What follows belongs to an exercise in optimizing a design on an open flow for small area and few clock cycles; a production flow would make more cautious choices. Function was checked by simulation only, so behaviour that the tests miss may differ from the original. Power figures rest on the tool's default switching activity, not on a simulated workload.

[design.v]
module crc16_byte (
    input  wire [15:0] crc_in,
    input  wire [7:0]  data,
    output reg  [15:0] crc_out
);
    integer i;
    always @(*) begin
        crc_out = crc_in ^ {data, 8'h00};
        for (i = 0; i < 8; i = i + 1) begin
            if (crc_out[15])
                crc_out = {crc_out[14:0], 1'b0} ^ 16'h1021;
            else
                crc_out = {crc_out[14:0], 1'b0};
        end
    end
endmodule
module crc_unit (
    input  wire        clk,
    input  wire        rst,
    input  wire        crc_init,
    input  wire        crc_valid,
    input  wire [7:0]  crc_data,
    output reg  [15:0] crc_acc
);
    wire [15:0] crc_next;
    crc16_byte u_crc (.crc_in(crc_acc), .data(crc_data), .crc_out(crc_next));
    always @(posedge clk) begin
        if (rst || crc_init)
            crc_acc <= 16'hFFFF;
        else if (crc_valid)
            crc_acc <= crc_next;
    end
endmodule
module frame_decoder (
    input  wire        clk,
    input  wire        rst,
    input  wire        rx_valid,
    input  wire [7:0]  rx_data,
    output wire        rx_ready,
    output wire        pbuf_we,
    output wire [8:0]  pbuf_addr,
    output wire [7:0]  pbuf_wdata,
    output wire        frame_valid,
    output wire [7:0]  frame_msg,
    output wire [9:0]  frame_len,
    input  wire        frame_ack
);
    localparam [2:0] S_SOF0    = 3'd0,
                     S_SOF1    = 3'd1,
                     S_MSG     = 3'd2,
                     S_LENHI   = 3'd3,
                     S_LENLO   = 3'd5,
                     S_PAYLOAD = 3'd6,
                     S_CRCLO   = 3'd7;
    reg  [2:0]  state;
    reg  [15:0] dec_crc;
    reg  [7:0]  dec_msg;
    reg  [9:0]  dec_len;      
    reg  [9:0]  dec_idx;
    wire        held    = (state == S_SOF0) && (dec_crc == 16'd0);
    wire        rx_fire = rx_valid && rx_ready;
    wire [15:0] crc_next;
    wire        hi_big  = |rx_data[7:2];
    wire        len_over = (dec_len[9:8] == 2'b11) ||
                           (dec_len[9:8] == 2'b10 && rx_data != 8'd0);
    crc16_byte u_crc (.crc_in(dec_crc), .data(rx_data), .crc_out(crc_next));
    assign frame_valid = held;
    assign rx_ready    = !held || frame_ack;
    assign frame_msg   = dec_msg;
    assign frame_len   = dec_len;
    assign pbuf_we    = rx_valid && (state == S_PAYLOAD) && !dec_idx[9];
    assign pbuf_addr  = dec_idx[8:0];
    assign pbuf_wdata = rx_data;
    always @(posedge clk) begin
        if (rst) begin
            state   <= S_SOF0;
            dec_crc <= 16'hFFFF;
        end else begin
            if (state == S_SOF0 && rx_ready)
                dec_crc <= 16'hFFFF;
            if (state == S_PAYLOAD)
                dec_idx <= dec_idx + {9'd0, rx_valid};
            else
                dec_idx <= 10'd0;
            if (rx_fire) begin
                case (state)
                    S_SOF0: begin
                        if (rx_data == 8'hAA)
                            state <= S_SOF1;
                    end
                    S_SOF1: begin
                        if (rx_data == 8'h55)
                            state <= S_MSG;
                        else
                            state <= S_SOF0;
                    end
                    S_MSG: begin
                        dec_msg <= rx_data;
                        dec_crc <= crc_next;
                        state   <= S_LENHI;
                    end
                    S_LENHI: begin
                        dec_len <= {rx_data[1] | hi_big, rx_data[0] | hi_big, 8'h00};
                        dec_crc <= crc_next;
                        state   <= S_LENLO;
                    end
                    S_LENLO: begin
                        dec_len[7:0] <= rx_data;
                        if (len_over) begin
                            dec_crc <= 16'hFFFF;
                            state   <= S_SOF0;
                        end else begin
                            dec_crc <= crc_next;
                            state   <= S_PAYLOAD;
                        end
                    end
                    S_PAYLOAD: begin
                        dec_crc <= crc_next;
                        if (dec_idx == dec_len)
                            state <= S_CRCLO;
                    end
                    default: begin       
                        dec_crc <= crc_next;
                        state   <= S_SOF0;
                    end
                endcase
            end
        end
    end
endmodule
module frame_encoder (
    input  wire        clk,
    input  wire        rst,
    input  wire        enc_start,
    input  wire [7:0]  enc_msg,
    input  wire [15:0] enc_len,
    output wire        enc_ready,
    output reg         enc_err,
    input  wire        pl_valid,
    input  wire [7:0]  pl_data,
    output wire        pl_ready,
    output reg         tx_valid,
    output reg  [7:0]  tx_data,
    input  wire        tx_ready
);
    localparam [3:0] E_IDLE    = 4'd0,
                     E_SOF0    = 4'd1,
                     E_SOF1    = 4'd2,
                     E_MSG     = 4'd3,
                     E_LENHI   = 4'd4,
                     E_LENLO   = 4'd5,
                     E_PAYLOAD = 4'd6,
                     E_CRCHI   = 4'd7,
                     E_CRCLO   = 4'd8;
    reg  [3:0]  state;
    reg  [9:0]  len;
    reg  [15:0] enc_crc;
    wire        tx_fire  = tx_valid && tx_ready;
    wire        take     = enc_start && enc_ready;
    wire        len_ok   = (enc_len[15:10] == 6'd0) &&
                           !(enc_len[9] && enc_len[8:0] != 9'd0);
    wire        len_zero = (len == 10'd0);
    wire [7:0]  crc_data = (state == E_MSG) ? 8'hFF : tx_data;
    wire [15:0] crc_next;
    crc16_byte u_crc (.crc_in(enc_crc), .data(crc_data), .crc_out(crc_next));
    assign enc_ready = (state == E_IDLE) || (state == E_CRCLO && tx_ready);
    assign pl_ready  = (state == E_PAYLOAD) && tx_ready;
    always @(*) begin
        tx_valid = 1'b1;
        case (state)
            E_IDLE:    begin tx_valid = 1'b0; tx_data = enc_crc[15:8];  end
            E_SOF0:    tx_data = 8'hAA;
            E_SOF1:    tx_data = 8'h55;
            E_MSG:     tx_data = enc_crc[15:8];
            E_LENHI:   tx_data = {6'd0, len[9:8]};
            E_LENLO:   tx_data = len[7:0];
            E_PAYLOAD: begin tx_valid = pl_valid; tx_data = pl_data;    end
            E_CRCHI:   tx_data = enc_crc[15:8];
            E_CRCLO:   tx_data = enc_crc[15:8];
            default:   begin tx_valid = 1'b0; tx_data = enc_crc[15:8];  end
        endcase
    end
    always @(posedge clk) begin
        if (rst) begin
            state   <= E_IDLE;
            enc_err <= 1'b0;
        end else begin
            if (tx_fire && state != E_IDLE && state != E_SOF0 && state != E_SOF1)
                enc_crc <= crc_next;
            case (state)
                E_SOF0:  if (tx_fire) state <= E_SOF1;
                E_SOF1:  if (tx_fire) state <= E_MSG;
                E_MSG:   if (tx_fire) state <= E_LENHI;
                E_LENHI: if (tx_fire) state <= E_LENLO;
                E_LENLO: begin
                    if (tx_fire) begin
                        len   <= len - 10'd1;
                        state <= len_zero ? E_CRCHI : E_PAYLOAD;
                    end
                end
                E_PAYLOAD: begin
                    if (tx_fire) begin
                        len <= len - 10'd1;
                        if (len_zero)
                            state <= E_CRCHI;
                    end
                end
                E_CRCHI: if (tx_fire) state <= E_CRCLO;
                E_CRCLO: if (tx_fire) state <= E_IDLE;
                default: state <= E_IDLE;
            endcase
            if (take) begin
                enc_err <= !len_ok;
                if (len_ok) begin
                    len     <= enc_len[9:0];
                    enc_crc <= {enc_msg, 8'hFF};
                    state   <= E_SOF0;
                end
            end
        end
    end
endmodule
module frame_codec (
    input  wire        clk,
    input  wire        rst,
    input  wire        crc_init,
    input  wire        crc_valid,
    input  wire [7:0]  crc_data,
    output wire [15:0] crc_acc,
    input  wire        rx_valid,
    input  wire [7:0]  rx_data,
    output wire        rx_ready,
    output wire        pbuf_we,
    output wire [8:0]  pbuf_addr,
    output wire [7:0]  pbuf_wdata,
    output wire        frame_valid,
    output wire [7:0]  frame_msg,
    output wire [9:0]  frame_len,
    input  wire        frame_ack,
    input  wire        enc_start,
    input  wire [7:0]  enc_msg,
    input  wire [15:0] enc_len,
    output wire        enc_ready,
    output wire        enc_err,
    input  wire        pl_valid,
    input  wire [7:0]  pl_data,
    output wire        pl_ready,
    output wire        tx_valid,
    output wire [7:0]  tx_data,
    input  wire        tx_ready
);
    crc_unit u_crc (
        .clk(clk), .rst(rst),
        .crc_init(crc_init), .crc_valid(crc_valid), .crc_data(crc_data),
        .crc_acc(crc_acc)
    );
    frame_decoder u_dec (
        .clk(clk), .rst(rst),
        .rx_valid(rx_valid), .rx_data(rx_data), .rx_ready(rx_ready),
        .pbuf_we(pbuf_we), .pbuf_addr(pbuf_addr), .pbuf_wdata(pbuf_wdata),
        .frame_valid(frame_valid), .frame_msg(frame_msg), .frame_len(frame_len),
        .frame_ack(frame_ack)
    );
    frame_encoder u_enc (
        .clk(clk), .rst(rst),
        .enc_start(enc_start), .enc_msg(enc_msg), .enc_len(enc_len),
        .enc_ready(enc_ready), .enc_err(enc_err),
        .pl_valid(pl_valid), .pl_data(pl_data), .pl_ready(pl_ready),
        .tx_valid(tx_valid), .tx_data(tx_data), .tx_ready(tx_ready)
    );
endmodule
[flow/run.sh]
#!/bin/bash
# Own layout flow: the standard ORFS flow (standard.sh, unchanged synthesis)
# with three changes to how the layout is made:
#  - the port buffers are the smallest buffer cell (buf_1) instead of the
#    default pick;
#  - the buffers synthesis put on pass-through wires become buf_1 too;
#  - no dummy loads in the clock tree; power recovery (downsizing of gates
#    off the critical paths) after global routing.
# make's full output goes to flow_make.log; ORFS keeps each step's log in
# orfs/logs/.
set -euo pipefail
here=$(cd "$(dirname "$0")" && pwd)
export BUFFER_PORTS_ARGS="-buffer_cell sky130_fd_sc_hd__buf_1"
export PRE_GLOBAL_PLACE_TCL="$here/pre_place.tcl"
export CTS_ARGS="-sink_clustering_enable -repair_clock_nets -dont_use_dummy_load -buf_list sky130_fd_sc_hd__clkbuf_8"
export RECOVER_POWER=${RECOVER_POWER:-100}
bash standard.sh finish > flow_make.log 2>&1
[flow/pre_place.tcl]
# Before port buffering: the buffers synthesis put on pass-through wires
# (input port straight to output port) become the smallest buffer cell.
foreach inst [get_cells *] {
  set m [get_property $inst ref_name]
  if {![regexp {^sky130_fd_sc_hd__buf_([2-9]|1[0-9])$} $m]} { continue }
  set out [get_pins -of_objects $inst -filter "direction == output"]
  set net [get_nets -of_objects $out]
  set ports [get_ports -quiet -of_objects $net]
  set drives_port 0
  foreach p $ports { if {[get_property $p direction] eq "output"} { set drives_port 1 } }
  if {$drives_port} {
    puts "pre_place: [get_property $inst full_name] $m -> sky130_fd_sc_hd__buf_1"
    replace_cell $inst sky130_fd_sc_hd__buf_1
  }
}
[standard.sh]
#!/bin/bash
# synth_recipe.tcl (not shown) runs the flow's synth.tcl, then flattens the netlist and writes it again
# the make line also repeats each setting of config.mk as NAME=value (left out here)
make -C /OpenROAD-flow-scripts/flow DESIGN_CONFIG=/design/flow/config.mk WORK_HOME=/design/flow/orfs CLKGATE_MAP_FILE= SYNTH_SCRIPT=/design/flow/synth_recipe.tcl "${@:-finish}"
[config.mk]
export PLATFORM = sky130hd
export DESIGN_NAME = frame_codec
export DESIGN_NICKNAME = frame_codec
export VERILOG_FILES = /design/flow/design.v
export SDC_FILE = /design/flow/constraint.sdc
export NUM_CORES = 4
export LEC_CHECK = 0
export CAP_MARGIN = 20
export CORE_MARGIN = 2
export CORE_UTILIZATION = 40
export SLEW_MARGIN = 20
[constraint.sdc]
create_clock -name core_clock -period 4.0 [get_ports {clk}]
set_input_delay 0.8000 -clock core_clock [delete_from_list [all_inputs] [get_ports {clk}]]
set_output_delay 0.8000 -clock core_clock [all_outputs]
set_load 0.01 [all_outputs]
==> results of run 1 <==
## cell usage after synthesis, types with 9 or more instances
| cell | count | area share (%) |
|---|---|---|
| buf_4 | 17 | 2.3 |
| nand2_1 | 92 | 6.2 |
| dfxtp_1 | 40 | 14 |
| xor2_1 | 35 | 5.5 |
| o22ai_1 | 18 | 2.0 |
| nor4_1 | 12 | 1.3 |
| nor3_1 | 21 | 1.9 |
| nand2b_1 | 10 | 1.1 |
| clkbuf_1 | 20 | 1.3 |
| and2_1 | 11 | 1.2 |
| nor2_1 | 43 | 2.9 |
| o21ai_0 | 40 | 3.6 |
| xnor2_1 | 58 | 9.1 |
| inv_1 | 9 | 0.61 |
| edfxtp_1 | 54 | 29 |
| a21oi_1 | 25 | 2.2 |
## state kept, by name, indices dropped and copies added (netlist names)
name / cells
u_dec.dec_msg: 8
u_dec.state: 3
u_dec.dec_idx: 10
u_dec.dec_len: 10
u_dec.dec_crc: 16
u_enc.state: 4
u_crc.crc_acc: 16
u_enc.len: 10
u_enc.enc_err: 1
u_enc.enc_crc: 16
## final cells by class
cell class / count / area [sq um]
Fill cell: 1403 / 7590
Multi-Input combinational cell: 465 / 2890
Sequential cell: 94 / 2420
Timing Repair Buffer: 128 / 489
Tap cell: 180 / 225
Clock buffer: 9 / 124
Inverter: 9 / 33.8
## logic make-up (layout without fill, tap and decap cells)
| kind of cell | after synthesis | after routing | synth area share [%] |
|---|---|---|---|
| xor+xnor | 93 | 93 | 14.6 |
| simple gates | 228 | 228 | 19.2 |
| flops | 94 | 94 | 43.4 |
| fa+ha+maj | 4 | 4 | 0.897 |
| mux | 8 | 8 | 1.43 |
| buf+inv | 54 | 146 | 5.07 |
| compound gates | 132 | 132 | 15.4 |
## worst max-delay path: cells and delay by family, from the launching register on
kind | cells | cell delay, ps
and+or+nand+nor | 2 | 950
AOI/OAI and AO/OA | 1 | 250
DFF | 1 | 910
buffers and inverters | 1 | 150
## metrics by stage
step | hold slack (ps) | utilization, % | power, mW | instance area [sq um] | worst slack (ps)
final | 516 | 44.9 | 1.89 | 6180 | 602
after global routing | 557 | 44.9 | 1.98 | 6180 | 343
after CTS | 520 | 45.0 | 1.91 | 6200 | 654
after detailed placement | 501 | 44.1 | 1.41 | 6070 | 893
after global placement | 499 | 44.1 | 1.40 | 6070 | 1040
after floorplan | 498 | - | 1.32 | 5580 | 1210
## layer usage
metal	GRT usage [%]	routed length, um	up-vias
li1	-	-	2347
met1	25.0	6340	2164
met2	32.3	6590	192
met3	4.63	1040	10
met4	5.53	122	0
met5	0	0	-
## path summary, 6_finish.rpt
check                           end  slack (ps)
hold reg to reg       u_enc.enc_err         520
hold / removal        u_enc.enc_err         520
setup reg to reg  u_enc.enc_crc[13]         840
setup / recovery         tx_data[7]         600
## cell usage in the layout (no fill, tap or decap), drive strengths merged, types with 4 or more instances in the layout
cell type and instances:
edfxtp 54, xor2 35, a21oi 25, xnor2 58, and3 5, o22ai 18
o221ai 5, inv 9, nor4 12, a211o 5, nor2b 4, nand2 93
buf 113, mux2i 8, a211oi 4, nor3 21, clkbuf 24, a32oi 5
nor2 43, o21ai 41, dfxtp 40, nand3 6, a21o 4, or4 4
and2 11, nand2b 10, ha 4, or3 6
## where the power goes
part           switching, mW  total [mW]  leakage, nW  internal (mW)
sequential            0.0418        1.10        0.840           1.06
combinational          0.163       0.285         1.07          0.122
clock                  0.299       0.502       0.0647          0.202
==> metrics.log, run 1 <==
INFO  metric synth_sequential_area_ratio = 43.4%
INFO  metric crit_fanout = 26
INFO  metric cts.sinks = 94
INFO  metric number_of_global_route_vias_before_repair = roughly 4600
INFO  metric worst_slew_margin_rel = -75.6%
INFO  metric post-cts-setup-buffers = 0
INFO  metric via_count = about 4700
INFO  metric yosysUniqueCellTypes = 55
INFO  metric layout_skew = ~22 ps
INFO  metric synthArstFlopShare = 0%
INFO  metric hold-path-cell-count = 2
INFO  metric final.setup.tns = 0 ps
INFO  metric pwr_cell_area = around 300 nW/um^2
INFO  metric cts_resized = 0
INFO  metric cts_made_buffers = 9
INFO  metric leakagePower = approximately 2.0 nW
INFO  metric reg2reg_from = u_enc.state[2]
INFO  metric synth-edff-count = 54
INFO  metric dp_cells = 876
INFO  metric first_iter_violations = about 470
INFO  metric violations = capacitance limit, slew limit
INFO  metric cts-root-to-sink-buffers = 2
INFO  metric antenna_cells = 0
INFO  metric status = complete, but fails checks
INFO  metric worst_setup_hold_path_clk_slew = 90 ps
INFO  metric setup_viol = 0
INFO  metric die-width = 122 um
INFO  metric synth_area = 5580 sq um
INFO  metric drt-wirelength-per-cell = 15.9 um
INFO  metric clkLatencyLatePin = 360 ps
INFO  metric synth_nets = 674
INFO  metric fp.dieArea = between 10000 and 15000 sq um
INFO  metric crit_arrival = 2600 ps
INFO  metric routed_via_density = 5.33
INFO  metric ys.flop_type = edfxtp_1
INFO  metric crit_path_cell_trace = nor3_1, nor3_1, o22a_1, buf_1
INFO  metric worstSetupEndpointType = primary output
INFO  metric finalHoldViolCount = 0
INFO  metric synth.avg_cell_area = 9.11 sq um
INFO  metric timing.critical_path.slowest_stage_cell = dfxtp_1
INFO  metric cts_root_buf = clkbuf_8
INFO  metric residual_drc = 0
INFO  metric fraction_of_layout_instances_using_a_drive_strength_above_1 = under 10%
INFO  metric start_util = 40.5%
INFO  metric min_period = 3400 ps
INFO  metric totalWireLength = 14100 um
INFO  metric r2r.worst_path.cells = 8
INFO  metric cts_hold_buffers = 0
INFO  metric total_of_warnings_raised_by_yosys = 4
INFO  metric drt.antenna.violating_nets = 0
INFO  metric fin_nets = 768
INFO  metric yosys_register_bits = 94
INFO  metric hold_crit_start = u_enc.enc_err
INFO  metric critical_path.startpoint_type = register
INFO  metric drt_pass1_iterations = 6
INFO  metric cts_tree = done
INFO  metric number_of_antenna_violations_at_the_first_check_in_global_routing = 0
INFO  metric timing.critical_path.required = 3200 ps
INFO  metric worst_pin_slew = 2630 ps
INFO  metric synthCells = around 610
INFO  metric globalRouteOverflowTotal = 0
INFO  metric critical-path-max-stage-delay = 910 ps
INFO  metric worst_vdd_ir = 0.181 mV
INFO  metric post_layout_nonfiller_instances = 885
INFO  metric dp.final_hpwl = 10300 um
INFO  metric worstSetupPathType = register to primary output
INFO  metric fmax = 294 MHz
INFO  metric design.portCount = 123
INFO  metric coreArea = 13800 sq um
INFO  metric post-route-period-util = 84.9%
INFO  metric area_added_between_synthesis_and_finish = 10.8%
INFO  metric port_buffers = 122
INFO  metric floorplan.rows = 43
INFO  metric track_usage = 19.3%
INFO  metric dieHeight = around 120 um
INFO  metric drv_cap = 1
INFO  metric place_congestion = 0.907
INFO  metric rsz0062_at_grt = false
INFO  metric timing.final.max_slew_violations = 47
INFO  metric grt_first_pass_wirelength = 22700 um
INFO  metric grt_max_degree = 47
INFO  metric cts_htree_levels = 3
INFO  metric setup_crit_start = u_enc.state[2]
INFO  metric min-delay-path-class = register to register
INFO  metric worst_path_most_repeated_cell = nor3_1
Testbench counts, summed over its fixed seeds: cycles 34,439.
==> run 2, diff against run 1 <==
--- a/flow/run.sh
+++ b/flow/run.sh
@@ -15,3 +15,3 @@
 export CTS_ARGS="-sink_clustering_enable -repair_clock_nets -dont_use_dummy_load -buf_list sky130_fd_sc_hd__clkbuf_8"
-export RECOVER_POWER=${RECOVER_POWER:-100}
+export RECOVER_POWER=${RECOVER_POWER:-0}
 bash standard.sh finish > flow_make.log 2>&1
==> run 2 against run 1 <==
  * Now clean on timing, DRC and antenna
  * Via count down 0.11%
  * Clock-buffer cell count is the same
  * Sequential share of layout area is 0.11 points lower
  * Clock skew decreased by 1.3 ps
  * Final area up 0.28%
  * Non-clock buffer count unchanged
  * Clock power about the same
  * Register-to-register slack gained 30 ps
  * Flip-flop and latch count is the same
  * Hold slack about the same
  * Critical endpoint unchanged
  * Highest routed layer unchanged
==> metrics.log, run 2 <==
INFO  metric mostFrequentLayoutCells = 121 x buf_1, 92 x nand2_1, 58 x xnor2_1
INFO  metric biggestRegsByFlops = u_crc.crc_acc x16, u_dec.dec_crc x16, u_enc.enc_crc x16
INFO  metric status = complete, no violations
INFO  metric reg2reg_from = u_enc.state[0]
INFO  metric synthArstFlopShare = 0%
INFO  metric routed_met2_length = 6550 um
INFO  metric layout_skew = 21.1 ps
INFO  metric port_buffers = 122
INFO  metric start_util = 40.5%
INFO  metric mostFrequentLayoutCell = buf_1
INFO  metric worst_setup_hold_path_clk_slew = 90 ps
INFO  metric grt_max_degree = 47
INFO  metric r2r.worst_path.cells = 7
INFO  metric residual_drc = 0
INFO  metric totalWireLength = 14000 um
INFO  metric coreArea = 13800 sq um
INFO  metric cts-root-to-sink-buffers = 2
INFO  metric post-route-period-util = between 80% and 90%
INFO  metric area_added_between_synthesis_and_finish = 11.1%
INFO  metric cts_htree_levels = 3
INFO  metric drv_cap = 0
INFO  metric post-cts-setup-buffers = 0
INFO  metric synth-xor-area-share = 14.6%
INFO  metric crit_path_cell_trace = nor3_1, nor3_1, o22a_1, buf_1
INFO  metric synthTopCellsByArea = edfxtp_1 29%, dfxtp_1 14%, xnor2_1 9.1%, nand2_1 6.2%, xor2_1 5.5%
INFO  metric fp.dieArea = between 10000 and 15000 sq um
INFO  metric number_of_antenna_violations_at_the_first_check_in_global_routing = 0
INFO  metric clkLatencyLatePin = 360 ps
INFO  metric detail_route.wirelength.met1 = 6370 um
INFO  metric dieHeight = 122 um
INFO  metric die-width = around 120 um
INFO  metric route.met3.wl = 1000 um
INFO  metric floorplan.rows = 43
INFO  metric number_of_global_route_vias_before_repair = 4562
INFO  metric yosys.cell_count.top_type = nand2_1
INFO  metric drt_pass1_iterations = 5
INFO  metric synth_simple_gate_area_share = 19.2%
INFO  metric worstSetupEndpointType = primary output
INFO  metric timing.critical_path.required = roughly 3200 ps
INFO  metric total_of_warnings_raised_by_yosys = 4
INFO  metric synth-compound-area-share = 15.4%
INFO  metric globalRouteOverflowTotal = 0
INFO  metric synthCells = 613
INFO  metric timing.critical_path.slowest_stage_cell = dfxtp_1
INFO  metric hold_crit_start = u_enc.enc_err
INFO  metric yosysUniqueCellTypes = 55
INFO  metric track_usage = 19.3%
INFO  metric synth.avg_cell_area = 9.11 sq um
INFO  metric synth-adder-area-share = less than 1%
INFO  metric totalPowerFinal = roughly 1.9 mW
INFO  metric ys.flop_type = edfxtp_1
INFO  metric cts_root_buf = clkbuf_8
INFO  metric yosysTopAreaCell = edfxtp_1
INFO  metric place_congestion = 0.907
INFO  metric muxShareOfSynthArea = 1.43%
INFO  metric first_iter_violations = ~420
INFO  metric grt_first_pass_wirelength = 22700 um
INFO  metric via_count = 4708
INFO  metric path_delay_family = simple AND/OR/NAND/NOR gates
INFO  metric synth-edff-count = 54
INFO  metric hold-path-cell-count = 2
INFO  metric design.portCount = 123
INFO  metric pwr_cell_area = 304 nW/um^2
INFO  metric rsz0062_at_grt = false
INFO  metric worstSetupPathType = register to primary output
INFO  metric crit_arrival = 2560 ps
INFO  metric worstHoldEndpoint = u_enc.enc_err
INFO  metric drt-wirelength-per-cell = between 15 and 20 um
INFO  metric synth_nets = 674
INFO  metric fraction_of_layout_instances_using_a_drive_strength_above_1 = approximately 3.4%
INFO  metric synth_sequential_area_ratio = a little over two fifths
INFO  metric worst_vdd_ir = 0.181 mV
INFO  metric setup_viol = 0
INFO  metric cts.sinks = 94
INFO  metric min-delay-path-class = register to register
INFO  metric antenna_cells = 0
INFO  metric synth.top_cells.by_count = 92 x nand2_1, 58 x xnor2_1, 54 x edfxtp_1, 43 x nor2_1
INFO  metric combinational_family_with_the_most_area_after_synthesis = simple AND/OR/NAND/NOR gates
INFO  metric worst_slew_margin_rel = 32.9%
INFO  metric fin_nets = 768
INFO  metric cts_made_buffers = 9
INFO  metric worst_path_most_repeated_cell = nor3_1
INFO  metric leakagePower = 2.00 nW
INFO  metric finalHoldViolCount = 0
INFO  metric worst_pin_slew = about 1000 ps
INFO  metric synth_area = 5580 sq um
INFO  metric dp.final_hpwl = 10300 um
INFO  metric cts_resized = 0
INFO  metric critical_path.startpoint_type = register
INFO  metric critical-path-max-stage-delay = slightly below 900 ps
INFO  metric path_buf_inv = 1
INFO  metric setup.reg_to_reg.worst_slack = slightly below 900 ps
INFO  metric routed_via_density = 5.32
INFO  metric cts_hold_buffers = 0
INFO  metric min_period = 3360 ps
INFO  metric final.setup.tns = 0 ps
INFO  metric top_layer_used = met4
INFO  metric fmax = around 300 MHz
INFO  metric timing.final.max_slew_violations = 0
INFO  metric crit_fanout = 26
INFO  metric drt.antenna.violating_nets = 0
INFO  metric critical_path_depth = 4
INFO  metric cts_tree = done
INFO  metric critical_path.reg2reg.endpoint = u_enc.enc_crc[6]
INFO  metric synth.top_cell.area_share = 29.1%
INFO  metric yosys_register_bits = 94
-- run 2: cell counts after synthesis --
No cell type changed its count.
-- run 2: worst max path at each step --
stage,start,endpoint,slack (ps)
detailed placement,u_enc.state[2],u_enc.enc_crc[6],890
CTS,u_enc.state[2],tx_data[7],650
floorplan,pl_data[5],u_enc.enc_crc[6],1210
global placement,u_enc.state[0],u_enc.enc_crc[6],1040
global route,u_enc.state[2],tx_data[7],340
finish,u_enc.state[2],tx_data[7],640
-- run 2: routing by layer --
layer	global-route usage, %	vias up
met1	25.0	2181
met4	5.53	0
met2	32.3	169
met3	4.63	10
met5	0	-
li1	-	2348
-- run 2: where the power goes --
group | internal [mW] | total, mW | switching [mW]
clock | 0.202 | 0.503 | 0.300
sequential | 1.06 | 1.10 | 0.0416
combinational | 0.122 | 0.286 | 0.164
total | 1.38 | 1.89 | 0.505
-- run 2: area by class of cell --
type | count | area, sq um
flip-flops and latches | 94 | 2420
well taps | 180 | 225
clock buffers | 9 | 124
fillers | 1402 | 7570
multi-input cells | 465 | 2890
inverters | 9 | 33.8
repair buffers | 128 | 504
-- run 2: logic make-up (layout without fill, tap and decap cells) --
kind of cell | count (synthesis) | in the layout
AOI/OAI and AO/OA | 132 | 132
xor gates and xnor gates | 93 | 93
adders and majority gates | 4 | 4
buffers and inverters | 54 | 146
DFF | 94 | 94
muxes | 8 | 8
and+or+nand+nor | 228 | 228
-- run 2: tightest hold or removal path: stages, from the launching register on --
cell and delay, ps:
dfxtp_1 320, a21oi_1 110, nor3_1 50
-- run 2: through the flow --
step	util (%)	instances	setup WS [ps]	cell area [sq um]	hold slack, ps
2_1_floorplan	-	613	1210	5580	498
3_3_place_gp	44.1	876	1040	6070	499
3_5_place_dp	44.1	876	893	6070	501
4_1_cts	45.0	885	654	6200	520
5_1_grt	45.0	885	343	6200	557
6_report	45.0	885	642	6200	515
==> run 3, diff against run 2 <==
--- a/flow/run.sh
+++ b/flow/run.sh
@@ -6,4 +6,3 @@
 #  - the buffers synthesis put on pass-through wires become buf_1 too;
-#  - no dummy loads in the clock tree; power recovery (downsizing of gates
-#    off the critical paths) after global routing.
+#  - the clock tree is built from clkbuf_8 without dummy loads.
 # make's full output goes to flow_make.log; ORFS keeps each step's log in
@@ -15,3 +14,2 @@
 export CTS_ARGS="-sink_clustering_enable -repair_clock_nets -dont_use_dummy_load -buf_list sky130_fd_sc_hd__clkbuf_8"
-export RECOVER_POWER=${RECOVER_POWER:-0}
 bash standard.sh finish > flow_make.log 2>&1
==> run 3 against run 2 <==
  * Combinational power hardly changed
  * Sequential power is essentially flat
  * Final area did not move
  * Flip-flop and latch count stayed put
  * Clock-buffer cell count is the same
  * Register-to-register slack about the same
  * Total power stayed put
  * Maximum frequency stayed put
  * Highest routed layer unchanged
==> metrics.log, run 3 <==
INFO  metric coreArea = 13800 sq um
INFO  metric ys.flop_type = edfxtp_1
INFO  metric worst_path_most_repeated_cell = nor3_1
INFO  metric drt.antenna.violating_nets = 0
INFO  metric synth.top_cells.by_count = 92 x nand2_1, 58 x xnor2_1, 54 x edfxtp_1, 43 x nor2_1
INFO  metric setup_viol = 0
INFO  metric start_util = just over 40%
INFO  metric synth-compound-area-share = 15.4%
INFO  metric holdWs = 515 ps
INFO  metric biggestRegsByFlops = u_crc.crc_acc x16, u_dec.dec_crc x16, u_enc.enc_crc x16
INFO  metric crit_path_cell_trace = nor3_1, nor3_1, o22a_1, buf_1
INFO  metric worstSetupPathType = register to primary output
INFO  metric fmax = 298 MHz
INFO  metric cts-root-to-sink-buffers = 2
INFO  metric final.setup.tns = 0 ps
INFO  metric synth_area = about 5600 sq um
INFO  metric min_period = 3360 ps
INFO  metric synth-adder-area-share = 0.897%
INFO  metric die-width = 122 um
INFO  metric worst_slew_margin_rel = between 30 and 40%
INFO  metric area_added_between_synthesis_and_finish = 11.1%
INFO  metric floorplan.rows = 43
INFO  metric synth.avg_cell_area = slightly above 9 sq um
INFO  metric residual_drc = 0
INFO  metric fraction_of_layout_instances_using_a_drive_strength_above_1 = 3.40%
INFO  metric drt-wirelength-per-cell = approximately 16 um
INFO  metric design.portCount = 123
INFO  metric cts_hold_buffers = 0
INFO  metric synth-edff-count = 54
INFO  metric routed_via_density = approximately 5.3
INFO  metric dp_cells = 876
INFO  metric cts_made_buffers = 9
INFO  metric muxShareOfSynthArea = 1.43%
INFO  metric post-route-period-util = 84.0%
INFO  metric synth_sequential_area_ratio = 43.4%
INFO  metric path_buf_inv = 1
INFO  metric finalHoldViolCount = 0
INFO  metric fin_nets = 768
INFO  metric leakagePower = around 2 nW
INFO  metric worst_setup_hold_path_clk_slew = 90 ps
INFO  metric reg2reg_from = u_enc.state[0]
INFO  metric fp.dieArea = 14900 sq um
INFO  metric critical-path-max-stage-delay = roughly 890 ps
INFO  metric timing.final.max_slew_violations = 0
INFO  metric synth_nets = 674
INFO  metric min-delay-path-class = register to register
INFO  metric worst_pin_slew = 1000 ps
INFO  metric rsz0062_at_grt = false
INFO  metric mostFrequentLayoutCells = 121 x buf_1, 92 x nand2_1, 58 x xnor2_1
INFO  metric setup_crit_start = u_enc.state[2]
INFO  metric post-cts-setup-buffers = 0
INFO  metric totalPowerFinal = 1.89 mW
INFO  metric timing.critical_path.slowest_stage_cell = dfxtp_1
INFO  metric total_of_warnings_raised_by_yosys = 4
INFO  metric layout_skew = roughly 21 ps
INFO  metric yosysTopAreaCell = edfxtp_1
INFO  metric crit_arrival = 2560 ps
INFO  metric pwr_cell_area = 304 nW/um^2
INFO  metric dieHeight = about 120 um
INFO  metric cts_tree = done
INFO  metric worstSetupEndpointType = primary output
INFO  metric yosys_register_bits = between 90 and 100
INFO  metric hold_crit_start = u_enc.enc_err
INFO  metric first_iter_violations = approximately 420
INFO  metric grt_max_degree = 47
INFO  metric synth.top_cell.area_share = 29.1%
INFO  metric yosysUniqueCellTypes = 55
INFO  metric synthArstFlopShare = 0%
INFO  metric cts_htree_levels = 3
INFO  metric via_count = 4708
INFO  metric status = complete, no violations
INFO  metric critical_path.startpoint_type = register
INFO  metric number_of_global_route_vias_before_repair = 4562
INFO  metric post_layout_nonfiller_instances = 885
INFO  metric synth-xor-area-share = 14.6%
INFO  metric combinational_family_with_the_most_area_after_synthesis = simple AND/OR/NAND/NOR gates
INFO  metric antenna_cells = 0
INFO  metric port_buffers = 122
INFO  metric globalRouteOverflowTotal = 0
INFO  metric totalWireLength = ~14000 um
INFO  metric place_congestion = 0.907
INFO  metric cts.sinks = 94
INFO  metric synthTopCellsByArea = edfxtp_1 29%, dfxtp_1 14%, xnor2_1 9.1%, nand2_1 6.2%, xor2_1 5.5%
INFO  metric timing.critical_path.required = roughly 3200 ps
INFO  metric clkLatencyLatePin = between 300 and 400 ps
INFO  metric yosys.cell_count.top_type = nand2_1
INFO  metric final_util = roughly 45%
INFO  metric worst_vdd_ir = between 0.15 and 0.2 mV
INFO  metric cts_resized = 0
INFO  metric grt_first_pass_wirelength = 22700 um
INFO  metric drv_cap = 0
INFO  metric track_usage = 19.3%
INFO  metric number_of_antenna_violations_at_the_first_check_in_global_routing = 0
INFO  metric dp.final_hpwl = 10300 um
INFO  metric mostFrequentLayoutCell = buf_1
INFO  metric cts_root_buf = clkbuf_8
INFO  metric crit_fanout = 26
INFO  metric synth_simple_gate_area_share = between 10% and 20%
INFO  metric drt_pass1_iterations = 5
INFO  metric synthCells = 613
INFO  metric path_delay_family = simple AND/OR/NAND/NOR gates
run 3: kinds of logic (layout without fill, tap and decap cells):
logic type | Yosys count | in the layout
simple gates | 228 | 228
compound gates | 132 | 132
flops | 94 | 94
xor+xnor | 93 | 93
buf+inv | 54 | 146
mux | 8 | 8
fa+ha+maj | 4 | 4
run 3: final cells by class:
class / count / area, sq um
inverters: 9 / 33.8
flip-flops and latches: 94 / 2420
well taps: 180 / 225
clock buffers: 9 / 124
fillers: 1402 / 7570
multi-input cells: 465 / 2890
repair buffers: 128 / 504
run 3: metrics by stage:
step / setup slack (ps) / area [sq um]
after floorplan: 1210 / 5580
after CTS: 654 / 6200
after global placement: 1040 / 6070
after global routing: 343 / 6200
after detailed placement: 893 / 6070
final: 642 / 6200
run 3: routing by layer:
layer	track usage (%)	wire length (um)
met1	25.0	6370
met2	32.3	6550
met3	4.63	1000
met4	5.53	123
met5	0	0
run 3: path summary, 6_finish.rpt:
| check | slack, ps | endpoint | depth (start not counted) |
|---|---|---|---|
| setup / recovery | 640 | tx_data[7] | 4 |
| hold / removal | 520 | u_enc.enc_err | 2 |
| setup reg to reg | 870 | u_enc.enc_crc[6] | 7 |
| hold reg to reg | 520 | u_enc.enc_err | 2 |
run 3: worst register-to-register path: stages (launching register included):
cell      delay (ps)
dfxtp_1          780
nor2b_1          250
a22o_1           300
a211oi_1         490
o22ai_1          140
a221o_1          400
a32o_1           230
a311o_1          310
run 3: where the power goes:
part           total, mW  switching (mW)  internal (mW)
combinational      0.286           0.164          0.122
clock              0.503           0.300          0.202
sequential          1.10          0.0416           1.06
total               1.89           0.505           1.38
==> run 4, diff against run 3 <==
--- a/flow/run.sh
+++ b/flow/run.sh
@@ -1,4 +1,6 @@
 #!/bin/bash
-# Own layout flow: the standard ORFS flow (standard.sh, unchanged synthesis)
-# with three changes to how the layout is made:
+# Own layout flow: the standard ORFS flow (standard.sh) with these changes
+# to how the layout is made:
+#  - synthesis is the standard flow's own script, but ABC maps the logic for area
+#    (flow/synth.tcl, flow/abc_area.script);
 #  - the port buffers are the smallest buffer cell (buf_1) instead of the
@@ -11,2 +13,5 @@
 here=$(cd "$(dirname "$0")" && pwd)
+work=$(pwd)
+export OWN_ABC_SCRIPT="$here/abc_area.script"
+export FLOW_SYNTH_TCL="$work/synth_recipe.tcl"
 export BUFFER_PORTS_ARGS="-buffer_cell sky130_fd_sc_hd__buf_1"
@@ -14,2 +19,5 @@
 export CTS_ARGS="-sink_clustering_enable -repair_clock_nets -dont_use_dummy_load -buf_list sky130_fd_sc_hd__clkbuf_8"
-bash standard.sh finish > flow_make.log 2>&1
+# standard.sh with the synthesis script pointed at flow/synth.tcl
+sed "s#SYNTH_SCRIPT=[^ ]*#SYNTH_SCRIPT=$here/synth.tcl#" standard.sh > own_standard.sh
+grep -q "SYNTH_SCRIPT=$here/synth.tcl" own_standard.sh
+bash own_standard.sh finish > flow_make.log 2>&1
==> flow/abc_area.script (new file) <==
strash
dch
map -a
strash
dch
map -a
strash
dch
map -a
strash
dch
map -a
strash
dch
map -a
strash
dch
map -a
strash
dch
map -a
strash
dch
map -a
topo
dnsize
==> flow/synth.tcl (new file) <==
# The standard flow's synthesis (synth_recipe.tcl, sourced unchanged) with one change: ABC
# maps the logic with an area-oriented script (abc_area.script beside this
# file) instead of ORFS's delay-oriented one.  Flip-flops are mapped before
# ABC runs, so the registers are the standard synthesis's.
proc abc {args} {
  set i [lsearch -exact $args -script]
  if {$i >= 0} { lset args [expr {$i + 1}] $::env(OWN_ABC_SCRIPT) }
  puts "own flow: abc $args"
  yosys abc {*}$args
}
source $::env(FLOW_SYNTH_TCL)
==> run 4 against run 3 <==
  * Flip-flop and latch count unchanged
  * Total power up 21%
  * Via count up 1.4%
  * Final area down 4.5%
  * Die area down 6.5%
  * Non-clock buffer count up 1
  * Critical path type is now register to register
  * Highest routed layer unchanged
==> metrics.log, run 4 <==
INFO  metric crit_path_cell_trace = clkinv_1, nor2_1, buf_4, clkinv_1, nand3_1, nand2_1, nand4_1, xor2_1, clkinv_1, o21ai_0, o21ai_0, o22ai_1, nor2_1, nor2_1
INFO  metric fmax = 333 MHz
INFO  metric worst_slew_margin_rel = 30.8%
INFO  metric synth_sequential_area_ratio = between 40 and 50%
INFO  metric routed_via_density = 5.27
INFO  metric total_of_warnings_raised_by_yosys = 4
INFO  metric post-route-period-util = 75.0%
INFO  metric worst_setup_hold_path_clk_slew = 80 ps
INFO  metric cts_root_buf = clkbuf_8
INFO  metric drt-wirelength-per-cell = between 15 and 20 um
INFO  metric post_layout_nonfiller_instances = 906
INFO  metric yosysUniqueCellTypes = 32
INFO  metric mostFrequentLayoutCells = 122 x buf_1, 99 x nand2_1, 68 x clkinv_1
INFO  metric cts_tree = done
INFO  metric timing.critical_path.slowest_stage_cell = o21ai_0
INFO  metric worstSetupPathType = register to register
INFO  metric cts_resized = 0
INFO  metric worst_vdd_ir = 0.189 mV
INFO  metric fin_nets = ~800
INFO  metric yosys.cell_count.top_type = nand2_1
INFO  metric crit_fanout = 8
INFO  metric pwr_cell_area = 386 nW/um^2
INFO  metric crit_arrival = 3230 ps
INFO  metric leakagePower = ~2 nW
INFO  metric totalWireLength = 13800 um
INFO  metric coreArea = 12700 sq um
INFO  metric layout_skew = 20.3 ps
INFO  metric min_period = 3000 ps
INFO  metric biggestRegsByFlops = u_crc.crc_acc x16, u_dec.dec_crc x16, u_enc.enc_crc x16
INFO  metric drt.antenna.violating_nets = 0
INFO  metric cts.sinks = between 90 and 100
INFO  metric synth-edff-count = 54
INFO  metric place_congestion = 0.893
INFO  metric cts_hold_buffers = 0
INFO  metric globalRouteOverflowTotal = 0
INFO  metric synthTopCellsByArea = edfxtp_1 31%, dfxtp_1 15%, nand2_1 7.1%, xor2_1 6.4%, a21oi_1 4.9%
INFO  metric power.switching_fraction = 33.5%
INFO  metric cts_htree_levels = 3
INFO  metric synth_area = 5200 sq um
INFO  metric drt_pass1_iterations = 4
INFO  metric synth_nets = 674
INFO  metric grt_max_degree = 49
INFO  metric dp_cells = roughly 900
INFO  metric post-cts-setup-buffers = 0
INFO  metric setup_viol = 0
INFO  metric switchingPower = about 0.77 mW
INFO  metric rsz0062_at_grt = false
INFO  metric residual_drc = 0
INFO  metric synth.top_cells.by_count = 99 x nand2_1, 68 x clkinv_1, 61 x nor2_1, 54 x edfxtp_1, 51 x a21oi_1
INFO  metric synthCells = approximately 610
INFO  metric critical_path.startpoint_type = register
INFO  metric yosysTopAreaCell = edfxtp_1
INFO  metric fraction_of_layout_instances_using_a_drive_strength_above_1 = 2.59%
INFO  metric yosys_register_bits = 94
INFO  metric finalHoldViolCount = 0
INFO  metric final.setup.tns = 0 ps
INFO  metric die-width = roughly 120 um
INFO  metric worst_pin_slew = 1030 ps
INFO  metric dp.final_hpwl = about 11000 um
INFO  metric min-delay-path-class = register to register
INFO  metric synthArstFlopShare = 0%
INFO  metric synth.top_cell.area_share = 31.2%
INFO  metric cts_made_buffers = 9
INFO  metric power_frac_seq = approximately half
INFO  metric grt_first_pass_wirelength = 22200 um
INFO  metric number_of_global_route_vias_before_repair = around 4600
INFO  metric holdWs = slightly above 500 ps
INFO  metric fp.dieArea = 13900 sq um
INFO  metric worstSetupEndpointType = register
INFO  metric cts-root-to-sink-buffers = 2
INFO  metric antenna_cells = 0
INFO  metric area_added_between_synthesis_and_finish = 13.9%
INFO  metric status = complete, no violations
INFO  metric ys.flop_type = edfxtp_1
INFO  metric timing.critical_path.required = 4230 ps
INFO  metric critical-path-max-stage-delay = 480 ps
INFO  metric drv_cap = 0
INFO  metric start_util = 41.1%
INFO  metric internal_power = approximately 1.5 mW
INFO  metric synth.avg_cell_area = 8.49 sq um
INFO  metric timing.final.max_slew_violations = 0
INFO  metric final_util = 46.8%
INFO  metric via_count = 4773
INFO  metric port_buffers = between 100 and 150
INFO  metric mostFrequentLayoutCell = buf_1
INFO  metric clkLatencyLatePin = 360 ps
INFO  metric floorplan.rows = 41
INFO  metric dieHeight = 118 um
INFO  metric comb_power_share = 26.3%
INFO  metric number_of_antenna_violations_at_the_first_check_in_global_routing = 0
INFO  metric clock_power_share = 22.0%
INFO  metric first_iter_violations = 354
INFO  metric design.portCount = 123
INFO  metric track_usage = 19.9%
==> run 4: cell types whose count changed after synthesis, sizes merged, moves of 11 or more <==
cell | previous run | this run
and2 | 11 | 0
xnor2 | 58 | 29
a21oi | 25 | 51
o211ai | 1 | 13
clkinv | 0 | 68
nor2 | 43 | 61
nand3 | 6 | 24
clkbuf | 20 | 0
==> run 4: worst paths after layout <==
| path | start | end | slack [ps] | cells after the start |
|---|---|---|---|---|
| max | u_enc.state[0] | u_enc.enc_crc[8] | 1000 | 14 |
| min | u_crc.crc_acc[15] | u_crc.crc_acc[15] | 510 | 2 |
| max reg2reg | u_enc.state[0] | u_enc.enc_crc[8] | 1000 | 14 |
| min reg2reg | u_crc.crc_acc[15] | u_crc.crc_acc[15] | 510 | 2 |
==> run 4: kinds of logic after synthesis <==
logic type / synth area share [%]
flops: 46.5
fa+ha+maj: 0.962
buf+inv: 7.36
xor+xnor: 11.3
simple gates: 18.1
compound gates: 15.7
==> run 4: layer usage <==
metal  global-route usage [%]  share of wire [%]  up-vias
met5                        0                  0        -
li1                         -                  -     2366
met3                     3.63                5.3       30
met4                     9.79                2.8        0
met2                     32.6                 48      142
met1                     25.2                 44     2235
==> run 4: power by group through the flow <==
stage               combinational [mW]  clock (mW)  sequential (mW)
CTS                              0.604       0.524             1.18
finish                           0.602       0.503             1.18
floorplan                        0.449           0             1.19
global placement                 0.594           0             1.20
detailed placement               0.602           0             1.20
global route                     0.681       0.553             1.19
==> run 4: worst max-delay path, delay by kind of cell, from the launching register on <==
family / cells / cell delay, ps
AO/OA/AOI/OAI: 3 / 840
XOR/XNOR: 1 / 340
buffers and inverters: 4 / 510
flip-flops: 1 / 380
AND/OR/NAND/NOR: 6 / 800
==> run 4: cell type report <==
type | instances | area [sq um]
Multi-Input combinational cell | 434 | 2400
Sequential cell | 94 | 2420
Clock buffer | 9 | 124
Inverter | 68 | 255
Timing Repair Buffer | 129 | 510
Fill cell | 1301 | 6750
Tap cell | 172 | 215
==> run 4: through the flow <==
stage                     worst slack [ps]  area, sq um  total power [mW]
final                                 1000         5930              2.29
after global routing                   640         5930              2.43
after CTS                             1020         5930              2.31
after detailed placement               854         5800              1.81
after global placement                 831         5800              1.80
after floorplan                        628         5200              1.64
==> run 5, diff against run 4 <==
--- a/design.v
+++ b/design.v
@@ -102,3 +102,3 @@
                     S_LENHI: begin
-                        dec_len <= {rx_data[1] | hi_big, rx_data[0] | hi_big, 8'h00};
+                        dec_len[9:8] <= {rx_data[1] | hi_big, rx_data[0] | hi_big};
                         dec_crc <= crc_next;
==> run 5 against run 4 <==
  * Critical path depth up 2
  * Wire length shrank 3.4%
  * Clock skew is 2.4 ps higher
  * Via count is 2.2% lower
  * Largest cell class unchanged
  * Largest power group unchanged
==> metrics.log, run 5 <==
INFO  metric status = complete, no violations
INFO  metric yosys.cell_count.top_type = nand2_1
INFO  metric routed_via_density = 5.17
INFO  metric antenna_cells = 0
INFO  metric cts_made_buffers = 9
INFO  metric number_of_global_route_vias_before_repair = 4444
INFO  metric grt_max_degree = 47
INFO  metric synth_area = 5160 sq um
INFO  metric cts_root_buf = clkbuf_8
INFO  metric coreArea = 12600 sq um
INFO  metric leakagePower = 2.01 nW
INFO  metric setup_viol = 0
INFO  metric yosysTopAreaCell = edfxtp_1
INFO  metric reg2reg_from = u_enc.state[2]
INFO  metric total_of_warnings_raised_by_yosys = 4
INFO  metric rsz0062_at_grt = false
INFO  metric timing.final.max_slew_violations = 0
INFO  metric drv_cap = 0
INFO  metric fraction_of_layout_instances_using_a_drive_strength_above_1 = 3.15%
INFO  metric min_period = about 3200 ps
INFO  metric synthArstFlopShare = 0%
INFO  metric start_util = 40.9%
INFO  metric detail_route.wirelength.met1 = 6180 um
INFO  metric setup.reg_to_reg.worst_slack = 790 ps
INFO  metric synth.avg_cell_area = around 8.4 sq um
INFO  metric clkLatencyLatePin = 370 ps
INFO  metric r2r.worst_path.cells = 16
INFO  metric fmax = a little over 300 MHz
INFO  metric synth_nets = 673
INFO  metric synthCells = 612
INFO  metric drt_pass1_iterations = 5
INFO  metric yosys_register_bits = 94
INFO  metric fill_cells = around 1300
INFO  metric worst_path_most_repeated_cell = nor2_1
INFO  metric area_added_between_synthesis_and_finish = 13.9%
INFO  metric worst_vdd_ir = 0.202 mV
INFO  metric cts-root-to-sink-buffers = 2
INFO  metric cts.sinks = 94
INFO  metric yosysUniqueCellTypes = 32
INFO  metric floorplan.rows = between 40 and 50
INFO  metric finalHoldViolCount = 0
INFO  metric critical_path.reg2reg.endpoint = u_enc.enc_crc[8]
INFO  metric dp_worst_setup_slack = 865 ps
INFO  metric post-cts-setup-buffers = 0
INFO  metric dieHeight = 118 um
INFO  metric critical-path-max-stage-delay = roughly 450 ps
INFO  metric worstSetupPathType = register to register
INFO  metric track_usage = 19.2%
INFO  metric timing.critical_path.slowest_stage_cell = clkinv_1
INFO  metric timing.critical_path.required = 4110 ps
INFO  metric cts_resized = 0
INFO  metric worst_pin_slew = 693 ps
INFO  metric cts_tree = done
INFO  metric first_iter_violations = ~370
INFO  metric worst_slew_margin_rel = 53.5%
INFO  metric fin_nets = 794
INFO  metric cts_hold_buffers = 0
INFO  metric post-route-period-util = 80.2%
INFO  metric dp.final_hpwl = 10200 um
INFO  metric grt_first_pass_wirelength = 21600 um
INFO  metric globalRouteOverflowTotal = 0
INFO  metric ys.flop_type = edfxtp_1
INFO  metric pwr_cell_area = a little under 400 nW/um^2
INFO  metric hold-path-cell-count = 2
INFO  metric min-delay-path-class = register to register
INFO  metric mostFrequentLayoutCell = buf_1
INFO  metric worstSetupEndpointType = register
INFO  metric worst_setup_hold_path_clk_slew = around 80 ps
INFO  metric number_of_antenna_violations_at_the_first_check_in_global_routing = 1
INFO  metric top_layer_used = met5
INFO  metric critical_path.startpoint_type = register
INFO  metric synthTopCellsByArea = edfxtp_1 31%, dfxtp_1 16%, nand2_1 8.7%, xor2_1 5.4%, a21oi_1 4.8%
INFO  metric biggestRegsByFlops = u_crc.crc_acc x16, u_dec.dec_crc x16, u_enc.enc_crc x16
INFO  metric totalWireLength = around 13000 um
INFO  metric place_congestion = ~0.91
INFO  metric synth.top_cell.area_share = 31.4%
INFO  metric fp.dieArea = 13800 sq um
INFO  metric fin_ws = 792 ps
INFO  metric drt.antenna.violating_nets = 0
INFO  metric port_buffers = 122
INFO  metric synth.top_cells.by_count = 119 x nand2_1, 60 x nor2_1, 58 x clkinv_1, 54 x edfxtp_1, 49 x a21oi_1
INFO  metric die-width = 118 um
INFO  metric synth-edff-count = 54
INFO  metric via_count = 4669
INFO  metric layout_skew = 22.7 ps
INFO  metric routed_met2_length = 6060 um
INFO  metric post_layout_nonfiller_instances = roughly 900
INFO  metric mostFrequentLayoutCells = 122 x buf_1, 119 x nand2_1, 60 x nor2_1
INFO  metric design.portCount = approximately 120
INFO  metric route.met3.wl = 875 um
INFO  metric cts_htree_levels = 3
INFO  metric synth_sequential_area_ratio = 46.9%
INFO  metric hold_crit_start = u_dec.dec_crc[2]
INFO  metric worstHoldEndpoint = u_dec.dec_crc[2]
INFO  metric crit_arrival = 3320 ps
INFO  metric final.setup.tns = 0 ps
INFO  metric crit_path_cell_trace = clkinv_1, nor2_1, nand2_1, clkinv_1, a21oi_1, o211ai_1, nand2_1, a21oi_1, buf_4, clkinv_1, nor2_1, nand2_1, o21ai_0, o22ai_1, nor2_1, nor2_1
INFO  metric residual_drc = 0
INFO  metric crit_fanout = 21
INFO  metric dp_cells = 894
INFO  metric drt-wirelength-per-cell = 14.8 um
==> run 5: cell count changes after synthesis, sizes merged, moves of 3 or more <==
cell     before  now
a22oi         4    1
clkinv       68   58
nand2        99  119
nor4          6    9
o2111ai       2    5
o211ai       13   10
o21ai        37   31
or2           3    6
xnor2        29   26
xor2         38   32
==> run 5: final cells by class <==
| type | instances | area [sq um] | share of cell area [%] |
|---|---|---|---|
| sequential | 94 | 2420 | 41.2 |
| tap | 172 | 215 | 3.66 |
| multi-input combinational | 443 | 2410 | 40.9 |
| timing repair buffer | 127 | 495 | 8.43 |
| clock buffer | 9 | 124 | 2.11 |
| inverter | 58 | 218 | 3.70 |
==> run 5: critical path, delay by kind of cell (launching register included) <==
kind / cells / cell delay (ps)
simple gates: 7 / 1120
buf+inv: 4 / 940
flops: 1 / 350
compound gates: 5 / 560
==> run 5: logic make-up after synthesis <==
logic type / count (synthesis) / share of synthesized area [%]
DFF: 94 / 46.9
adders and majority gates: 4 / 0.970
buffers and inverters: 75 / 6.69
AOI/OAI and AO/OA: 131 / 15.0
and+or+nand+nor: 250 / 20.6
xor gates and xnor gates: 58 / 9.84
==> run 5: per-layer routing <==
| metal | global-route usage [%] | up-vias |
|---|---|---|
| met5 | 0 | - |
| met4 | 8.13 | 2 |
| met3 | 4.65 | 21 |
| met2 | 30.2 | 145 |
| met1 | 25.2 | 2137 |
| li1 | - | 2364 |
==> run 5: worst max path at each step <==
stage / from / cells after the start / to
after floorplan: tx_ready / 7 / u_enc.len[5]
after global placement: u_enc.state[2] / 16 / u_enc.enc_crc[8]
after detailed placement: u_enc.state[2] / 16 / u_enc.enc_crc[8]
after CTS: u_enc.state[2] / 16 / u_enc.enc_crc[8]
after global routing: u_enc.state[2] / 16 / u_enc.enc_crc[8]
final: u_enc.state[2] / 16 / u_enc.enc_crc[8]
==> run 5: per-stage QoR <==
step | hold WS, ps | cell area [sq um] | utilization, % | total power, mW
finish | 500 | 5880 | 46.6 | 2.27
global route | 535 | 5880 | 46.6 | 2.41
CTS | 506 | 5880 | 46.6 | 2.29
detailed placement | 487 | 5760 | 45.6 | 1.79
global placement | 482 | 5760 | 45.6 | 1.79
floorplan | 457 | 5170 | - | 1.63
==> run 5: power by group <==
group / switching (mW) / total, mW / internal (mW)
clock: 0.297 / 0.499 / 0.202
sequential: 0.0791 / 1.19 / 1.11
combinational: 0.379 / 0.587 / 0.208
Testbench counts of run 5, summed over its fixed seeds: cycles 34,439.
==> run 6, diff against run 5 <==
--- a/design.v
+++ b/design.v
@@ -51,5 +51,5 @@
                      S_LENHI   = 3'd3,
-                     S_LENLO   = 3'd5,
-                     S_PAYLOAD = 3'd6,
-                     S_CRCLO   = 3'd7;
+                     S_LENLO   = 3'd4,
+                     S_PAYLOAD = 3'd5,
+                     S_CRCLO   = 3'd6;
     reg  [2:0]  state;
==> run 6 against run 5 <==
  * Combinational power shrank about 60%
  * Hold slack improved by 16 ps
  * First-iteration DRC count increased by 14%
  * Critical endpoint is now u_enc.len[9]
  * Clock skew decreased by 3.3 ps
  * Maximum frequency is 2.8% lower
  * Utilization shrank 0.21 points
  * Sequential power decreased by 9%
==> metrics.log, run 6 <==
INFO  metric fin_nets = slightly below 800
INFO  metric yosysUniqueCellTypes = 28
INFO  metric cts_root_buf = clkbuf_8
INFO  metric leakagePower = 1.92 nW
INFO  metric crit_end = u_enc.len[9]
INFO  metric worst_slew_margin_rel = a little under a third
INFO  metric synth.top_cell.area_share = between 30% and 40%
INFO  metric cts_resized = 0
INFO  metric design.portCount = 123
INFO  metric via_count = 4659
INFO  metric final_cell_area = 5830 sq um
INFO  metric worst_vdd_ir = 0.179 mV
INFO  metric cts.sinks = 94
INFO  metric track_usage = a little under a fifth
INFO  metric status = complete, no violations
INFO  metric synth.top_cells.by_count = 102 x nand2_1, 54 x edfxtp_1, 54 x nor2_1, 53 x clkinv_1, 46 x a21oi_1
INFO  metric biggestRegsByFlops = u_crc.crc_acc x16, u_dec.dec_crc x16, u_enc.enc_crc x16
INFO  metric reg2reg_from = u_enc.state[2]
INFO  metric layout_skew = ~19 ps
INFO  metric residual_drc = 0
INFO  metric total_of_warnings_raised_by_yosys = 4
INFO  metric fp.dieArea = 13700 sq um
INFO  metric min-delay-path-class = register to register
INFO  metric fill_cells = 1264
INFO  metric critical-path-max-stage-delay = 690 ps
INFO  metric area_added_between_synthesis_and_finish = 14.1%
INFO  metric critical_path.reg2reg.endpoint = u_enc.len[9]
INFO  metric crit_path_cell_trace = clkinv_1, nor2_1, clkinv_1, nor3_1, o21ai_0, nor2_1, nand3_1, or2_2, nor2_1, nand2_1, o21ai_0, a22oi_1
INFO  metric crit_fanout = 9
INFO  metric critical_path.startpoint_type = register
INFO  metric clkLatencyLatePin = 360 ps
INFO  metric yosys.cell_count.top_type = nand2_1
INFO  metric globalRouteMet3Util = under 10%
INFO  metric dp_worst_setup_slack = a little under 800 ps
INFO  metric totalWireLength = 13000 um
INFO  metric dieHeight = 117 um
INFO  metric post-route-period-util = 82.5%
INFO  metric r2r.worst_path.cells = 12
INFO  metric timing.critical_path.slowest_stage_cell = nor3_1
INFO  metric synthCells = 592
INFO  metric worst_setup_hold_path_clk_slew = 90 ps
INFO  metric place_congestion = roughly 0.95
INFO  metric cts_tree = done
INFO  metric cts_htree_levels = 3
INFO  metric post-cts-setup-buffers = 0
INFO  metric synth_nets = 653
INFO  metric worst_path_most_repeated_cell = nor2_1
INFO  metric coreArea = 12600 sq um
INFO  metric number_of_antenna_violations_at_the_first_check_in_global_routing = 0
INFO  metric drt-wirelength-per-cell = 14.7 um
INFO  metric fin_ws = 698 ps
INFO  metric synth_sequential_area_ratio = 47.4%
INFO  metric routed_via_density = 5.26
INFO  metric rsz0062_at_grt = false
INFO  metric floorplan.rows = just over 40
INFO  metric worstSetupPathType = register to register
INFO  metric port_buffers = 122
INFO  metric met2_usage = 30.4%
INFO  metric grt_first_pass_wirelength = 20400 um
INFO  metric synth.avg_cell_area = 8.63 sq um
INFO  metric timing.critical_path.required = 4100 ps
INFO  metric pwr_cell_area = between 300 and 400 nW/um^2
INFO  metric fmax = just over 300 MHz
INFO  metric die-width = 117 um
INFO  metric synthArstFlopShare = 0%
INFO  metric finalHoldViolCount = 0
INFO  metric gr-usage-met1 = roughly a quarter
INFO  metric cts-root-to-sink-buffers = 2
INFO  metric worst_pin_slew = just over 1000 ps
INFO  metric gr-max-usage-layer = met2
INFO  metric placed_area = between 5000 and 6000 sq um
INFO  metric mostFrequentLayoutCell = buf_1
INFO  metric fraction_of_layout_instances_using_a_drive_strength_above_1 = 2.66%
INFO  metric min_period = 3300 ps
INFO  metric cts_hold_buffers = 0
INFO  metric worstSetupEndpointType = register
INFO  metric start_util = 40.6%
INFO  metric antenna_cells = 0
INFO  metric grt_max_degree = 31
INFO  metric setup_viol = 0
INFO  metric drt_pass1_iterations = 5
INFO  metric synthTopCellsByArea = edfxtp_1 32%, dfxtp_1 16%, nand2_1 7.5%, xor2_1 6.0%, xnor2_1 4.6%
INFO  metric synth_area = 5110 sq um
INFO  metric dp.final_hpwl = around 9700 um
INFO  metric yosys_register_bits = between 90 and 100
INFO  metric setup_crit_start = u_enc.state[2]
INFO  metric ys.flop_type = edfxtp_1
INFO  metric globalRouteOverflowTotal = 0
INFO  metric drv_cap = 0
INFO  metric setup.reg_to_reg.worst_slack = 700 ps
INFO  metric mostFrequentLayoutCells = 122 x buf_1, 102 x nand2_1, 54 x nor2_1, 54 x edfxtp_1, 53 x clkinv_1
INFO  metric synth-edff-count = 54
INFO  metric number_of_global_route_vias_before_repair = 4263
INFO  metric final_util = 46.4%
INFO  metric final.setup.tns = 0 ps
INFO  metric crit_arrival = 3400 ps
INFO  metric timing.final.max_slew_violations = 0
INFO  metric drt.antenna.violating_nets = 0
INFO  metric yosysTopAreaCell = edfxtp_1
INFO  metric first_iter_violations = 426
INFO  metric cts_made_buffers = 9
[run 6: kinds of logic after synthesis]
logic type	count (synthesis)	share of synthesized area, %
xor gates and xnor gates	62	10.6
buffers and inverters	70	6.39
adders and majority gates	4	0.980
DFF	94	47.4
AOI/OAI and AO/OA	139	15.9
and+or+nand+nor	223	18.6
[run 6: cell type report]
type                            count  area (sq um)  share of cell area (%)
Multi-Input combinational cell    428          2360                    40.5
Tap cell                          172           215                    3.69
Sequential cell                    94          2420                    41.5
Inverter                           53           199                    3.41
Timing Repair Buffer              129           510                    8.76
Clock buffer                        9           124                    2.12
[run 6: metal layers]
metal	part of all wire, %	wire length, um
met5	0	0
met4	1.1	147
met3	5.7	746
met2	46	5990
met1	47	6120
[run 6: critical path: cells and delay by family, from the launching register on]
family	cells	cell delay, ps
DFF	1	370
AOI/OAI and AO/OA	3	620
and+or+nand+nor	7	1790
buffers and inverters	2	250
[run 6: power by group]
| part | internal (mW) | total [mW] | switching [mW] |
|---|---|---|---|
| combinational | 0.0887 | 0.236 | 0.148 |
| sequential | 1.05 | 1.08 | 0.0275 |
| clock | 0.202 | 0.500 | 0.298 |
[run 6: how the worst min path moves through the flow]
stage	from	endpoint	slack [ps]	cells past startpoint
after global routing	u_crc.crc_acc[13]	u_crc.crc_acc[13]	540	2
after global placement	u_dec.state[1]	u_dec.state[1]	500	2
after detailed placement	u_crc.crc_acc[13]	u_crc.crc_acc[13]	500	2
after CTS	u_crc.crc_acc[13]	u_crc.crc_acc[13]	520	2
after floorplan	u_dec.state[1]	u_dec.state[1]	470	2
final	u_crc.crc_acc[13]	u_crc.crc_acc[13]	520	2
[run 6: stage by stage]
stage	cells	hold slack [ps]	power [mW]
2_1_floorplan	592	470	1.26
3_3_place_gp	876	499	1.33
4_1_cts	885	523	1.84
5_1_grt	885	541	1.91
3_5_place_dp	876	504	1.34
6_report	885	515	1.82
Testbench counts of run 6, summed over its fixed seeds: cycles 34,439.
==> run 7, diff against run 6 <==
--- a/config.mk
+++ b/config.mk
@@ -9,3 +9,3 @@
 export CORE_MARGIN = 2
-export CORE_UTILIZATION = 40
+export CORE_UTILIZATION = 65
 export SLEW_MARGIN = 20
==> run 7 against run 6 <==
  * Flip-flop and latch count unchanged
  * Critical path depth unchanged
  * Clock skew up 8.7 ps
  * Register-to-register slack got worse by 60 ps
  * Sequential power hardly changed
  * Clock-buffer cell count unchanged
  * Synthesized cell count unchanged
  * Die area shrank 37%
  * Total power shrank 0.39%
  * Setup slack worse by 63 ps
  * Global-route usage is 9.3 points higher
  * Critical path type unchanged
==> metrics.log, run 7 <==
INFO  metric synth_nets = around 650
INFO  metric cts_hold_buffers = 0
INFO  metric synth-edff-count = 54
INFO  metric dieHeight = 92.7 um
INFO  metric cts_root_buf = clkbuf_8
INFO  metric synthCells = 592
INFO  metric synth.top_cells.by_count = 102 x nand2_1, 54 x edfxtp_1, 54 x nor2_1, 53 x clkinv_1, 46 x a21oi_1
INFO  metric critical_path.startpoint_type = register
INFO  metric mostFrequentLayoutCell = buf_1
INFO  metric cts_made_buffers = 9
INFO  metric worst_pin_slew = 1030 ps
INFO  metric rsz0062_at_grt = false
INFO  metric drt_pass1_iterations = 5
INFO  metric setup_crit_start = u_enc.state[2]
INFO  metric synth.avg_cell_area = between 8 and 9 sq um
INFO  metric worstHoldEndpoint = u_crc.crc_acc[3]
INFO  metric start_util = 66.5%
INFO  metric hold-path-cell-count = 2
INFO  metric grt_first_pass_wirelength = approximately 19000 um
INFO  metric fp.dieArea = 8580 sq um
INFO  metric pwr_cell_area = 316 nW/um^2
INFO  metric crit_path_cell_trace = clkinv_1, nor2_1, clkinv_1, nor3_1, o21ai_0, nor2_1, nand3_1, or2_2, nor2_1, nand2_1, o21ai_0, a22oi_1
INFO  metric reg2reg_from = u_enc.state[2]
INFO  metric fraction_of_layout_instances_using_a_drive_strength_above_1 = 2.39%
INFO  metric crit_arrival = ~3400 ps
INFO  metric first_iter_violations = 314
INFO  metric drt.antenna.violating_nets = 0
INFO  metric number_of_antenna_violations_at_the_first_check_in_global_routing = 0
INFO  metric worst_slew_margin_rel = 30.8%
INFO  metric drv_cap = 0
INFO  metric holdWs = 514 ps
INFO  metric totalWireLength = ~12000 um
INFO  metric worstSetupPathType = register to register
INFO  metric grt_max_degree = 50
INFO  metric biggestRegsByFlops = u_crc.crc_acc x16, u_dec.dec_crc x16, u_enc.enc_crc x16
INFO  metric synthTopCellsByArea = edfxtp_1 32%, dfxtp_1 16%, nand2_1 7.5%, xor2_1 6.0%, xnor2_1 4.6%
INFO  metric mostFrequentLayoutCells = 122 x buf_1, 102 x nand2_1, 54 x nor2_1, 54 x edfxtp_1, 53 x clkinv_1
INFO  metric synth.top_cell.area_share = between 30% and 40%
INFO  metric min-delay-path-class = register to register
INFO  metric final.setup.tns = 0 ps
INFO  metric min_period = 3360 ps
INFO  metric total_of_warnings_raised_by_yosys = 4
INFO  metric synthArstFlopShare = 0%
INFO  metric timing.critical_path.required = 4050 ps
INFO  metric post-route-period-util = 84.1%
INFO  metric critical_path.reg2reg.endpoint = u_enc.len[9]
INFO  metric worst_setup_hold_path_clk_slew = 90 ps
INFO  metric worst_vdd_ir = around 0.22 mV
INFO  metric post-cts-setup-buffers = 0
INFO  metric cts_htree_levels = 3
INFO  metric crit_fanout = 9
INFO  metric port_buffers = 122
INFO  metric design.portCount = between 100 and 150
INFO  metric cts_tree = done
INFO  metric status = complete, no violations
INFO  metric path_delay_family = simple AND/OR/NAND/NOR gates
INFO  metric path_buf_inv = 2
INFO  metric timing.final.max_slew_violations = 0
INFO  metric timing.critical_path.slowest_stage_cell = nor3_1
INFO  metric setup.reg_to_reg.worst_slack = 640 ps
INFO  metric layout_skew = 28.1 ps
INFO  metric die-width = 92.7 um
INFO  metric r2r.worst_path.cells = 12
INFO  metric cts_resized = 0
INFO  metric synth_area = 5110 sq um
INFO  metric floorplan.rows = 32
INFO  metric dp.final_hpwl = 9030 um
INFO  metric fin_nets = 774
INFO  metric residual_drc = 0
INFO  metric worst_path_most_repeated_cell = nor2_1
INFO  metric antenna_cells = 0
run 7: where the power goes:
part           switching, mW  internal [mW]
logic                  0.146         0.0881
registers             0.0287           1.05
clock network          0.292          0.203
run 7: per-stage QoR:
step | instances | area, sq um | power, mW | setup slack [ps] | utilization [%]
floorplan | 592 | 5110 | 1.26 | 565 | -
global placement | 804 | 5600 | 1.33 | 933 | 72.9
detailed placement | 804 | 5600 | 1.33 | 789 | 72.9
CTS | 813 | 5730 | 1.81 | 699 | 74.5
global route | 813 | 5730 | 1.88 | 231 | 74.5
finish | 813 | 5730 | 1.81 | 635 | 74.5
run 7: kinds of logic (layout without fill, tap and decap cells):
group | after synthesis | in the layout | synth area share [%]
AND/OR/NAND/NOR | 223 | 223 | 18.6
XOR/XNOR | 62 | 62 | 10.6
adder cells (fa/ha/maj) | 4 | 4 | 0.980
buffers and inverters | 70 | 189 | 6.39
AO/OA/AOI/OAI | 139 | 139 | 15.9
flip-flops | 94 | 94 | 47.4
run 7: layout make-up:
cell class	count	area, sq um
multi-input cells	428	2360
inverters	53	199
flip-flops and latches	94	2420
repair buffers	127	495
well taps	102	128
clock buffers	9	124
fillers	629	1960
run 7: layer usage:
layer  routed length [um]  up-vias  global-route usage, %
li1                     -     2313                      -
met1                 5350     2158                   39.5
met2                 5640      199                   44.8
met3                  915       23                   5.13
met4                  216        0                   9.93
met5                    0        -                      0
run 7: worst max path at each step:
| stage | slack, ps | endpoint | cells after the start |
|---|---|---|---|
| final | 640 | u_enc.len[9] | 12 |
| after global placement | 930 | u_enc.enc_crc[13] | 8 |
| after CTS | 700 | u_enc.len[9] | 12 |
| after detailed placement | 790 | u_enc.len[9] | 12 |
| after global routing | 230 | u_enc.len[9] | 12 |
| after floorplan | 560 | u_enc.len[9] | 7 |
run 7: tightest hold or removal path: cells and delay by family (launching register included):
kind,cells,cell delay (ps)
DFF,1,340
and+or+nand+nor,2,140

separate check: timing with driven ports:
No port has a modelled driver above. Below, the same layouts with a new extraction and two added sets of constraints.
Step 1 sets driving cells, clkbuf_16 on the clock port and buf_2 on the other inputs (assumed; they add their load-dependent delay and slew).
Step 2, shift: input delay + t, output delay - t, t = (earliest + latest rising clock arrival at the registers) / 2. This alone moves slack from input paths to output paths.
a / b / c = ideal ports / drivers / drivers and shift; a / b = the first two.
run	t, ns	setup WS [ns]
run 1	0.384	0.602 / 0.568 / 0.388
run 2	0.384	0.642 / 0.608 / 0.870
run 3	0.384	0.642 / 0.608 / 0.870
run 4	0.390	1.001 / 1.001 / 0.781
run 5	0.389	0.792 / 0.792 / 0.792
run 6	0.387	0.698 / 0.698 / 0.698
run 7	0.368	0.635 / 0.635 / 0.635
